Background: an optimization exercise with open tools, aiming at small area, a short achievable clock period and few clock cycles. Do not read the settings as production practice.
No functional check of the RTL was part of this run.
No activity file was given, so power comes from the tool's default toggle rates.

`flow/config.mk`:
```
export PLATFORM = sky130hd
export DESIGN_NAME = cw_core
export DESIGN_NICKNAME = cw_core
export VERILOG_FILES = /design/flow/design.v
export SDC_FILE = /design/flow/constraint.sdc
export NUM_CORES = 4
export LEC_CHECK = 0
export CAP_MARGIN = 20
export CORE_MARGIN = 2
export CORE_UTILIZATION = 40
export SLEW_MARGIN = 20
```
`flow/constraint.sdc`:
```
create_clock -name core_clock -period 32.0 [get_ports {clk}]
set_input_delay 6.4000 -clock core_clock [delete_from_list [all_inputs] [get_ports {clk}]]
set_output_delay 6.4000 -clock core_clock [all_outputs]
set_load 0.01 [all_outputs]
```
`flow/design.v`:
```
module cw_core (
    input  wire        clk,
    input  wire        rst,
    input  wire        cfg_mode,
    input  wire [15:0] cfg_debounce,
    input  wire        cfg_wgp,
    input  wire        cfg_ot_en,
    input  wire        cfg_st_en,
    input  wire        op_valid,
    output wire        op_ready,
    input  wire [39:0] op_word,
    output reg         resp_valid,
    output reg  [8:0]  resp,
    output wire        key_out,
    output reg         tone_tx,
    output reg         sidetone
);
    localparam [7:0] EMPTY   = 8'h00;
    localparam [7:0] ERRCH   = 8'h23;
    localparam [7:0] SPACECH = 8'h20;
    localparam [7:0] FILL    = 8'h2A;
    localparam [2:0] PH_IDLE       = 3'b000;
    localparam [2:0] PH_ASSERT     = 3'b100;
    localparam [2:0] PH_GAP_SYMBOL = 3'b001;
    localparam [2:0] PH_GAP_LETTER = 3'b010;
    localparam [2:0] PH_WORD_GAP   = 3'b011;
    localparam [10:0] DOT_RESET  = 11'd92;
    localparam [11:0] DASH_RESET = 12'd276;
    localparam [13:0] WGAP_RESET = 14'd646;
    function automatic [7:0] lookup(input [6:0] idx);
        begin
            case (idx)
      7'd0: lookup = 8'h20;
      7'd1: lookup = 8'h45;
      7'd2: lookup = 8'h54;
      7'd3: lookup = 8'h49;
      7'd4: lookup = 8'h41;
      7'd5: lookup = 8'h4E;
      7'd6: lookup = 8'h4D;
      7'd7: lookup = 8'h53;
      7'd8: lookup = 8'h55;
      7'd9: lookup = 8'h52;
      7'd10: lookup = 8'h57;
      7'd11: lookup = 8'h44;
      7'd12: lookup = 8'h4B;
      7'd13: lookup = 8'h47;
      7'd14: lookup = 8'h4F;
      7'd15: lookup = 8'h48;
      7'd16: lookup = 8'h56;
      7'd17: lookup = 8'h46;
      7'd19: lookup = 8'h4C;
      7'd21: lookup = 8'h50;
      7'd22: lookup = 8'h4A;
      7'd23: lookup = 8'h42;
      7'd24: lookup = 8'h58;
      7'd25: lookup = 8'h43;
      7'd26: lookup = 8'h59;
      7'd27: lookup = 8'h5A;
      7'd28: lookup = 8'h51;
      7'd31: lookup = 8'h35;
      7'd32: lookup = 8'h34;
      7'd34: lookup = 8'h33;
      7'd38: lookup = 8'h32;
      7'd39: lookup = 8'h26;
      7'd41: lookup = 8'h2B;
      7'd46: lookup = 8'h31;
      7'd47: lookup = 8'h36;
      7'd48: lookup = 8'h3D;
      7'd49: lookup = 8'h2F;
      7'd53: lookup = 8'h28;
      7'd55: lookup = 8'h37;
      7'd59: lookup = 8'h38;
      7'd61: lookup = 8'h39;
      7'd62: lookup = 8'h30;
      7'd75: lookup = 8'h3F;
      7'd76: lookup = 8'h5F;
      7'd81: lookup = 8'h22;
      7'd84: lookup = 8'h2E;
      7'd89: lookup = 8'h40;
      7'd93: lookup = 8'h27;
      7'd96: lookup = 8'h2D;
      7'd105: lookup = 8'h3B;
      7'd106: lookup = 8'h21;
      7'd108: lookup = 8'h29;
      7'd114: lookup = 8'h2C;
      7'd119: lookup = 8'h3A;
                default: lookup = FILL;
            endcase
        end
    endfunction
    function automatic [7:0] find_index(input [7:0] c);
        begin
            case (c)
            8'h20: find_index = 8'd0;
            8'h21: find_index = 8'd106;
            8'h22: find_index = 8'd81;
            8'h26: find_index = 8'd39;
            8'h27: find_index = 8'd93;
            8'h28: find_index = 8'd53;
            8'h29: find_index = 8'd108;
            8'h2A: find_index = 8'd18;
            8'h2B: find_index = 8'd41;
            8'h2C: find_index = 8'd114;
            8'h2D: find_index = 8'd96;
            8'h2E: find_index = 8'd84;
            8'h2F: find_index = 8'd49;
            8'h30: find_index = 8'd62;
            8'h31: find_index = 8'd46;
            8'h32: find_index = 8'd38;
            8'h33: find_index = 8'd34;
            8'h34: find_index = 8'd32;
            8'h35: find_index = 8'd31;
            8'h36: find_index = 8'd47;
            8'h37: find_index = 8'd55;
            8'h38: find_index = 8'd59;
            8'h39: find_index = 8'd61;
            8'h3A: find_index = 8'd119;
            8'h3B: find_index = 8'd105;
            8'h3D: find_index = 8'd48;
            8'h3F: find_index = 8'd75;
            8'h40: find_index = 8'd89;
            8'h41: find_index = 8'd4;
            8'h42: find_index = 8'd23;
            8'h43: find_index = 8'd25;
            8'h44: find_index = 8'd11;
            8'h45: find_index = 8'd1;
            8'h46: find_index = 8'd17;
            8'h47: find_index = 8'd13;
            8'h48: find_index = 8'd15;
            8'h49: find_index = 8'd3;
            8'h4A: find_index = 8'd22;
            8'h4B: find_index = 8'd12;
            8'h4C: find_index = 8'd19;
            8'h4D: find_index = 8'd6;
            8'h4E: find_index = 8'd5;
            8'h4F: find_index = 8'd14;
            8'h50: find_index = 8'd21;
            8'h51: find_index = 8'd28;
            8'h52: find_index = 8'd9;
            8'h53: find_index = 8'd7;
            8'h54: find_index = 8'd2;
            8'h55: find_index = 8'd8;
            8'h56: find_index = 8'd16;
            8'h57: find_index = 8'd10;
            8'h58: find_index = 8'd24;
            8'h59: find_index = 8'd26;
            8'h5A: find_index = 8'd27;
            8'h5F: find_index = 8'd76;
            8'h61: find_index = 8'd4;
            8'h62: find_index = 8'd23;
            8'h63: find_index = 8'd25;
            8'h64: find_index = 8'd11;
            8'h65: find_index = 8'd1;
            8'h66: find_index = 8'd17;
            8'h67: find_index = 8'd13;
            8'h68: find_index = 8'd15;
            8'h69: find_index = 8'd3;
            8'h6A: find_index = 8'd22;
            8'h6B: find_index = 8'd12;
            8'h6C: find_index = 8'd19;
            8'h6D: find_index = 8'd6;
            8'h6E: find_index = 8'd5;
            8'h6F: find_index = 8'd14;
            8'h70: find_index = 8'd21;
            8'h71: find_index = 8'd28;
            8'h72: find_index = 8'd9;
            8'h73: find_index = 8'd7;
            8'h74: find_index = 8'd2;
            8'h75: find_index = 8'd8;
            8'h76: find_index = 8'd16;
            8'h77: find_index = 8'd10;
            8'h78: find_index = 8'd24;
            8'h79: find_index = 8'd26;
            8'h7A: find_index = 8'd27;
                default: find_index = 8'hFF;
            endcase
        end
    endfunction
    reg        rv;           
    reg [39:0] r;
    reg        rdy;
    reg        c_mode, c_wgp;
    reg [15:0] c_deb;
    assign op_ready = rdy;
    wire [3:0]  opc = r[39:36];
    wire        sig = r[32];
    wire [31:0] now = r[31:0];
    reg legal;
    always @* begin
        case (opc)
            4'd1, 4'd5: legal = (r[35:16] == 20'd0);
            4'd2:       legal = (r[35:33] == 3'd0);
            4'd6:       legal = (r[35:32] == 4'd0);
            4'd3, 4'd4, 4'd7:
                        legal = (r[35:0] == 36'd0);
            4'd8, 4'd10: legal = (r[35:8] == 28'd0);
            4'd9:       legal = (r[35:7] == 29'd0);
            default:    legal = 1'b0;
        endcase
    end
    reg [5:0]  dcnt;
    reg [10:0] rem;
    wire is_ss  = (opc == 4'd1) || (opc == 4'd5);
    wire ss_run = rv && is_ss && legal;
    wire ss_dec = ~opc[2];
    wire d_last = (dcnt == 6'd36);
    wire exec   = rv && (!ss_run || d_last);
    wire [10:0] w = ($signed(r[15:0]) < 16'sd1)    ? 11'd1 :
                    ($signed(r[15:0]) > 16'sd1200) ? 11'd1200 : r[10:0];
    reg nbit, rfirst;
    always @* begin
        if (dcnt < 6'd11) begin
            nbit   = 11'd1200 >> (6'd10 - dcnt);
            rfirst = (dcnt == 6'd0);
        end else if (dcnt < 6'd23) begin
            nbit   = 12'd3600 >> (6'd22 - dcnt);
            rfirst = (dcnt == 6'd11);
        end else begin
            nbit   = 14'd8400 >> (6'd36 - dcnt);
            rfirst = (dcnt == 6'd23);
        end
    end
    wire [11:0] dt  = {rfirst ? 11'd0 : rem, nbit};
    wire [12:0] dsb = {1'b0, dt} - {2'b00, w};
    wire        qb  = ~dsb[12];
    wire [10:0] rem_n = qb ? dsb[10:0] : dt[10:0];
    wire q_dot  = dcnt < 6'd11;
    wire q_dash = (dcnt >= 6'd11) && (dcnt < 6'd23);
    wire q_wgap = dcnt >= 6'd23;
    wire        ld    = op_valid && rdy;
    wire        keepr = rv && !exec;
    wire [3:0]  nopc  = ld ? op_word[39:36] : opc;
    wire        rdy_n = !((ld || keepr) && (nopc[1:0] == 2'b01) && !nopc[3] &&
                          !(keepr && dcnt == 6'd35));
    always @(posedge clk) begin
        c_mode <= cfg_mode;
        c_wgp  <= cfg_wgp;
        c_deb  <= cfg_debounce;
        if (rst) begin
            rv   <= 1'b0;
            rdy  <= 1'b1;
            dcnt <= 6'd0;
        end else begin
            rdy <= rdy_n;
            if (ld) begin
                rv <= 1'b1;
                r  <= op_word;
            end else if (exec) begin
                rv <= 1'b0;
            end
            dcnt <= (ss_run && !d_last) ? dcnt + 6'd1 : 6'd0;
        end
        if (ss_run) rem <= rem_n;
    end
    reg [10:0] dec_dot;
    reg [11:0] dec_dash;
    reg [13:0] dec_wgap;
    reg [6:0]  dec_tree;
    reg        dec_sig_state;
    reg        dec_last_raw;
    reg [31:0] dec_mark_start;
    reg [31:0] dec_space_start;
    reg [31:0] dec_last_trans;
    reg        dec_pending;
    reg        dec_ws_emitted;
    reg [7:0]  dec_out;
    wire [31:0] d_a   = now - dec_last_trans;
    wire [31:0] d_b   = now - dec_space_start;
    wire [31:0] d_dur = (dec_sig_state ? dec_last_trans : dec_space_start) - dec_mark_start;
    wire        chg   = sig ^ dec_last_raw;
    wire        ltsel = c_mode ? sig : chg;
    wire [31:0] lt_n  = ltsel ? now : dec_last_trans;
    wire deb_ok = chg ? (c_deb == 16'd0) : (d_a >= {16'd0, c_deb});
    wire aud_dn = {d_a, 1'b0} >= {22'd0, dec_dot};
    wire tr_up  = sig && !dec_sig_state && (c_mode || deb_ok);
    wire tr_dn  = !sig && dec_sig_state && (c_mode ? aud_dn : deb_ok);
    wire st_n   = tr_up || (dec_sig_state && !tr_dn);
    wire [31:0] sp = dec_sig_state ? (ltsel ? 32'd0 : d_a) : d_b;
    wire c2     = !dec_pending && ({sp, 2'b00} > {23'd0, dec_dot});
    wire err    = dec_tree >= 7'd63;
    wire isdot  = {d_dur, 1'b0} < {21'd0, dec_dash};
    wire isdash = {1'b0, d_dur} < ({21'd0, dec_dash} + {22'd0, dec_dot});
    wire [6:0] tree1 = !c2 ? dec_tree :
                       err ? 7'd0 :
                       isdot ? {dec_tree[5:0], 1'b0} + 7'd1 :
                       isdash ? {dec_tree[5:0], 1'b0} + 7'd2 : dec_tree;
    wire pend1  = dec_pending || (c2 && (err || isdot || isdash));
    wire c3     = ({1'b0, sp} >= {21'd0, dec_dot, 1'b0}) && (tree1 != 7'd0);
    wire over   = c_wgp ? (({2'b00, sp} + {1'b0, sp, 1'b0}) > {19'd0, dec_wgap, 1'b0})
                        : (sp > {18'd0, dec_wgap});
    wire c4     = over && !dec_ws_emitted && (tree1 == 7'd0) && !(c2 && err);
    reg [10:0] enc_dot;
    reg [11:0] enc_dash;
    reg [13:0] enc_wgap;
    reg        enc_pv;            
    reg [6:0]  enc_p;             
    reg [2:0]  enc_cursor;
    reg [2:0]  enc_phase;
    reg [31:0] enc_phase_start;
    reg [13:0] enc_phase_len;
    wire enc_idle = (enc_phase == PH_IDLE) && !enc_pv;
    wire [31:0] d_e = now - enc_phase_start;
    wire e_due = (d_e[31:14] == 18'd0) ? (d_e[13:0] >= enc_phase_len) : 1'b1;
    reg [2:0] a_n;
    always @* begin
        casez (enc_p)
            7'b1??????: a_n = 3'd6;
            7'b01?????: a_n = 3'd5;
            7'b001????: a_n = 3'd4;
            7'b0001???: a_n = 3'd3;
            7'b00001??: a_n = 3'd2;
            7'b000001?: a_n = 3'd1;
            default:    a_n = 3'd0;
        endcase
    end
    wire [2:0] a_cur  = a_n - 3'd1;
    wire       a_sym  = enc_p[a_cur];
    wire [2:0] g_cur  = enc_cursor - 3'd1;
    wire       g_sym  = enc_p[g_cur];
    reg [2:0]  et_phase;
    reg [2:0]  et_cursor;
    reg [13:0] et_len;
    reg        et_start;    
    reg        et_done;
    always @* begin
        et_phase  = enc_phase;
        et_cursor = enc_cursor;
        et_len    = enc_phase_len;
        et_start  = 1'b0;
        et_done   = 1'b0;
        if (enc_phase == PH_IDLE) begin
            if (enc_pv) begin
                et_start = 1'b1;
                if (a_n == 3'd0) begin
                    et_phase  = PH_WORD_GAP;
                    et_len    = enc_wgap - {2'b00, enc_dash};
                end else begin
                    et_phase  = PH_ASSERT;
                    et_cursor = a_cur;
                    et_len    = a_sym ? {2'b00, enc_dash} : {3'b000, enc_dot};
                end
            end
        end else if (e_due) begin
            et_start = 1'b1;
            case (enc_phase)
                PH_ASSERT: begin
                    et_phase = PH_GAP_SYMBOL;
                    et_len   = {3'b000, enc_dot};
                end
                PH_GAP_SYMBOL: begin
                    if (enc_cursor != 3'd0) begin
                        et_cursor = g_cur;
                        et_phase  = PH_ASSERT;
                        et_len    = g_sym ? {2'b00, enc_dash} : {3'b000, enc_dot};
                    end else begin
                        et_phase  = PH_GAP_LETTER;
                        et_len    = {2'b00, enc_dash} - {3'b000, enc_dot};
                    end
                end
                default: begin
                    et_phase = PH_IDLE;
                    et_start = 1'b0;
                    et_done  = 1'b1;
                end
            endcase
        end
    end
    wire [7:0] fnd      = find_index(r[7:0]);
    wire       write_ok = enc_idle && (r[7:0] != FILL) && (r[7:0] != EMPTY);
    wire [6:0] lk_idx   = (opc == 4'd2) ? tree1 : r[6:0];
    wire [7:0] lk       = lookup(lk_idx);
    wire       ex       = exec && legal;
    always @(posedge clk) begin
        if (rst) begin
            dec_dot         <= DOT_RESET;
            dec_dash        <= DASH_RESET;
            dec_wgap        <= WGAP_RESET;
            dec_tree        <= 7'd0;
            dec_sig_state   <= 1'b0;
            dec_last_raw    <= 1'b0;
            dec_mark_start  <= 32'd0;
            dec_space_start <= 32'd0;
            dec_last_trans  <= 32'd0;
            dec_pending     <= 1'b1;
            dec_ws_emitted  <= 1'b1;
            dec_out         <= EMPTY;
        end else begin
            if (ss_run && ss_dec) begin
                if (q_dot)  dec_dot  <= {dec_dot[9:0], qb};
                if (q_dash) dec_dash <= {dec_dash[10:0], qb};
                if (q_wgap) dec_wgap <= {dec_wgap[12:0], qb};
            end
            if (ex && opc == 4'd2) begin
                dec_sig_state <= st_n;
                dec_last_raw  <= sig;
                dec_last_trans <= lt_n;
                if (tr_up) dec_mark_start  <= lt_n;
                if (tr_dn) dec_space_start <= lt_n;
                if (st_n) begin
                    dec_pending    <= 1'b0;
                    dec_ws_emitted <= 1'b0;
                end else begin
                    dec_pending <= pend1;
                    if (c3) begin
                        dec_tree <= 7'd0;
                        dec_out  <= lk;
                    end else begin
                        dec_tree <= tree1;
                        if (c2 && err) dec_out <= ERRCH;
                        else if (c4)   dec_out <= SPACECH;
                    end
                    if (c4) dec_ws_emitted <= 1'b1;
                end
            end
            if (ex && opc == 4'd4) dec_out <= EMPTY;
        end
    end
    always @(posedge clk) begin
        if (rst) begin
            enc_dot         <= DOT_RESET;
            enc_dash        <= DASH_RESET;
            enc_wgap        <= WGAP_RESET;
            enc_pv          <= 1'b0;
            enc_p           <= 7'd0;
            enc_cursor      <= 3'd0;
            enc_phase       <= PH_IDLE;
            enc_phase_start <= 32'd0;
            enc_phase_len   <= 14'd0;
        end else begin
            if (ss_run && !ss_dec) begin
                if (q_dot)  enc_dot  <= {enc_dot[9:0], qb};
                if (q_dash) enc_dash <= {enc_dash[10:0], qb};
                if (q_wgap) enc_wgap <= {enc_wgap[12:0], qb};
            end
            if (ex && opc == 4'd6) begin
                enc_phase     <= et_phase;
                enc_cursor    <= et_cursor;
                enc_phase_len <= et_len;
                if (et_start) enc_phase_start <= now;
                if (et_done)  enc_pv <= 1'b0;
            end
            if (ex && opc == 4'd8 && write_ok) begin
                enc_pv <= 1'b1;
                enc_p  <= fnd[7] ? 7'd1 : fnd[6:0] + 7'd1;
            end
        end
    end
    reg [7:0] data;
    always @* begin
        case (opc)
            4'd3:    data = {7'd0, dec_out != EMPTY};
            4'd4:    data = dec_out;
            4'd7:    data = {7'd0, enc_idle};
            4'd8:    data = {7'd0, write_ok};
            4'd9:    data = lk;
            4'd10:   data = fnd;
            default: data = 8'h00;
        endcase
        if (!legal) data = 8'h00;
    end
    always @(posedge clk) begin
        if (rst) begin
            resp_valid <= 1'b0;
            resp       <= 9'd0;
            tone_tx    <= 1'b0;
            sidetone   <= 1'b0;
        end else begin
            resp_valid <= exec;
            if (exec) resp <= {!legal, data};
            tone_tx  <= cfg_ot_en && enc_phase[2];
            sidetone <= cfg_st_en && dec_sig_state;
        end
    end
    assign key_out = enc_phase[2];
endmodule
```
`flow/run.sh`:
```
#!/bin/bash
# synth_recipe.tcl (not shown) runs the flow's synth.tcl, then flattens the netlist and writes it again
# the make line also repeats each setting of config.mk as NAME=value (left out here)
make -C /OpenROAD-flow-scripts/flow DESIGN_CONFIG=/design/flow/config.mk WORK_HOME=/design/flow/orfs CLKGATE_MAP_FILE= SYNTH_SCRIPT=/design/flow/synth_recipe.tcl finish
```
==> key figures <==
Finish
  – Post-Layout Inst Area: 0.03462 mm^2
  – Final Util: 0.4469
  – Synth-to-layout area growth: 10.48%
  – Ant. Diodes: 0
  – Area of the multi-input gates: 0.02189 mm^2
  – Filler cell count: 7971
  – Nets@finish: 4573
  – Share of cells above drive strength 1: 0.04491
  – FF+latch area: 0.007421 mm^2

Synth
  – Most frequent cell after synthesis: nand2_1
  – Async S/R FF share, synth: 0
  – Mapped cell area: 0.03134 mm^2
  – Flops & latches, synth: 345
  – Sequential share of the synthesized area: 0.2367
  – Number of flops mapped to enable cells by yosys: 51
  – Synth area leaders: dfxtp_1 (19%), ha_1 (14%), a21oi_1 (5.7%)
  – Ys Warns: 1
  – Post-synth top area share: 0.1878
  – Syn Inst Count: 4184
  – Syn_nets: 4605
  – Syn_area_per_cell: 7.490 um^2
  – Synth unique cells: 110
  – Post-synth top flop: dfxtp_1
  – Post-synth top cells: nand2_1 (457), nor2_1 (416), a21oi_1 (355)
  – Dominant cell type by area after synthesis: dfxtp_1

Die
  – Initial core utilization: 0.4045
  – # IOs: 77
  – DIE HEIGHT: 283.9 um
  – Die width: 283.9 um
  – Core footprint: 0.07747 mm^2
  – Die footprint: 0.08060 mm^2
  – Num rows: 102

Worst setup path
  – Setup crit end kind: flop
  – Worst Path Required: 32510 ps
  – Slowest Stage Delay on Critical Path: 600 ps
  – Crit path DAT: 10630 ps
  – CP Class: reg2reg
  – Crit start category: flop
  – CP max-delay cell: ha_1
  – CP most frequent cell: o21ai_0
  – Critical Path Fanout Max: 15

Placed design
  – Detailed placement HPWL: 75530 um
  – Place WS: 21820 ps
  – GP Congestion: 0.9245
  – Port bufs: 76
  – Post-DP Area: 0.03295 mm^2

Timing
  – Final min period: 10130 ps
  – Final worst setup slack: 21870 ps
  – Final setup violation count: 0
  – RSZ-0062 raised after global routing: no
  – Least-Margin Pin Slew: 1195 ps
  – Max Freq: 98.76 MHz
  – Normalized max-slew margin: 0.1989
  – Setup TNS Final: 0 ps
  – Tcrit/Tclk final: 0.3164
  – Worst-case clock skew: 45.66 ps
  – Final Hold Violating Endpoints: 0
  – Final Max Tran Viols: 0

Power
  – Max IR drop VDD: 0.03630 mV
  – Leak: 0.01404 uW
  – Pwr dens: 36.56 mW/mm^2

Global route
  – Pin count of the biggest net entering global routing: 82
  – First-pass GRT wire length: 156500 um
  – GRT Total Usage: 0.2380
  – Vias in the first global route: 28060
  – GRT overflow: 0
  – Antenna violations before repair: 0

Clock tree
  – Post-CTS resize count: 0
  – CTS buffer count: 45
  – CTS tree: done
  – Root Buffer: clkbuf_16
  – Cts hold-fix bufs: 0
  – Setup bufs post-CTS: 0
  – H-tree levels: 2
  – CTS Buffer Depth: 3
  – CTS sink cnt: 345
  – Worst-Skew Late Latency: 620 ps
  – Clock-pin slew on the worst setup and hold paths: 70 ps

Route
  – DRC viols: 0
  – Initial DRC count: 2403
  – Drt via density: 5.774
  – Post-DRT Antenna Nets: 0
  – Pre-antenna DRT Iters: 6
  – Total Wirelength: 99020 um
  – Routed wire per std cell: 18.95 um
  – DR vias: 30180

Run status
  – Status: finished clean

Worst hold path
  – Hold Crit Class: reg2reg

Run
  – MaxCap Viol Count: 0
-- report_power, final --
group / internal [uW] / leakage [uW] / switching [uW] / total [uW]
combinational: 97.8 / 0.0104 / 145 / 243
clock: 340 / 0.000782 / 227 / 567
sequential: 445 / 0.00286 / 10.3 / 456
-- worst paths after layout --
check                              to  slack, ps                     start  cells past startpoint
max              resp[5]$_SDFFE_PP0P_      21870            r[0]$_DFFE_PP_                     37
min          dec_wgap[8]$_SDFFE_PP0P_        450  dec_wgap[8]$_SDFFE_PP0P_                      2
max reg2reg      resp[5]$_SDFFE_PP0P_      21870            r[0]$_DFFE_PP_                     37
min reg2reg  dec_wgap[8]$_SDFFE_PP0P_        450  dec_wgap[8]$_SDFFE_PP0P_                      2
-- per-stage QoR --
step / hold WS [ps] / cells / power, uW
final: 451.0 / 5226 / 1266
after global routing: 470.2 / 5226 / 1324
after CTS: 454.2 / 5224 / 1278
after detailed placement: 445.2 / 5143 / 704.5
after global placement: 441.6 / 5142 / 703.9
after floorplan: 431.9 / 4184 / 637.6
-- sequential cells by signal, indices dropped and copies added, names as in the netlist, 14 cells and up, named ones only --
register         count
enc_phase_len       14
r                   40
dec_last_trans      32
dec_space_start     32
enc_wgap            14
dec_mark_start      32
c_deb               16
enc_phase_start     32
dec_wgap            14
-- layout by cell type (no fill, tap or decap), drive strengths merged, types with 30 or more instances in the layout --
cell type / count
xnor2: 89
o21a: 45
a31oi: 41
nand2: 457
dfxtp: 294
xor2: 40
a21boi: 30
and2: 40
o22a: 36
nand4: 34
mux2i: 84
nor2b: 46
nor4: 33
buf: 36
nand3: 110
o211ai: 35
nor2: 416
o21ai: 266
a21o: 92
nor3: 71
a211oi: 94
a211o: 35
inv: 355
clkbuf: 54
edfxtp: 51
clkdlybuf4s50: 75
ha: 349
nand2b: 85
a21oi: 359
-- cell type report --
class                      instances  area share
multi-input combinational       3294      0.6322
tap                             1040     0.03758
sequential                       345      0.2143
timing repair buffer             112     0.03010
clock inverter                    28     0.01218
inverter                         354     0.03842
clock buffer                      53     0.03513
-- worst max-delay path: cells and delay by family (launching register included) --
family | cells | cell delay [ps]
buffers and inverters | 4 | 730
xor gates and xnor gates | 1 | 220
and+or+nand+nor | 4 | 1350
adders and majority gates | 4 | 1430
AOI/OAI and AO/OA | 24 | 5830
DFF | 1 | 480
-- metal layers --
layer  wire [um]  track usage  up-vias  share of wire
met3        5502      0.02757      129          0.056
li1            -            -    14990              -
met5           0            0        -              0
met4        2701      0.07209        0          0.027
met1       47710       0.3384    14250           0.48
met2       43100       0.3752      807           0.44
-- logic make-up after synthesis --
family / after synthesis / share of synthesized area
XOR/XNOR: 130 / 0.03725
adder cells (fa/ha/maj): 360 / 0.1457
buffers and inverters: 545 / 0.06648
AND/OR/NAND/NOR: 1416 / 0.2103
AO/OA/AOI/OAI: 1300 / 0.2749
multiplexers: 88 / 0.02863
flip-flops: 345 / 0.2367

## afterwards: timing with drivers on the ports
The flow's constraints put no driver on any port. The routed layout listed below was extracted and timed again, unchanged, in two steps.
Step 1 assumes that a clkbuf_16 drives the clock port and a buf_2 every other input.
Step 2 adds t to the input delays and takes it off the output delays; t is the mean of the earliest and latest rising clock arrival at the registers after step 1. Input paths then give back, and output paths get back, about the clock's delay inside the block.
Slacks: ideal ports / drivers / drivers and shift; pairs: ideal ports / drivers.
shift t [ns]: 0.664
slack for setup (ns): 21.875 / 21.875 / 21.572
worst setup path at the end: input to register
After both steps setup and hold are still met in this run. The setup slack of this run moves by 0.000 ns with the drivers and by -0.303 ns with both steps.
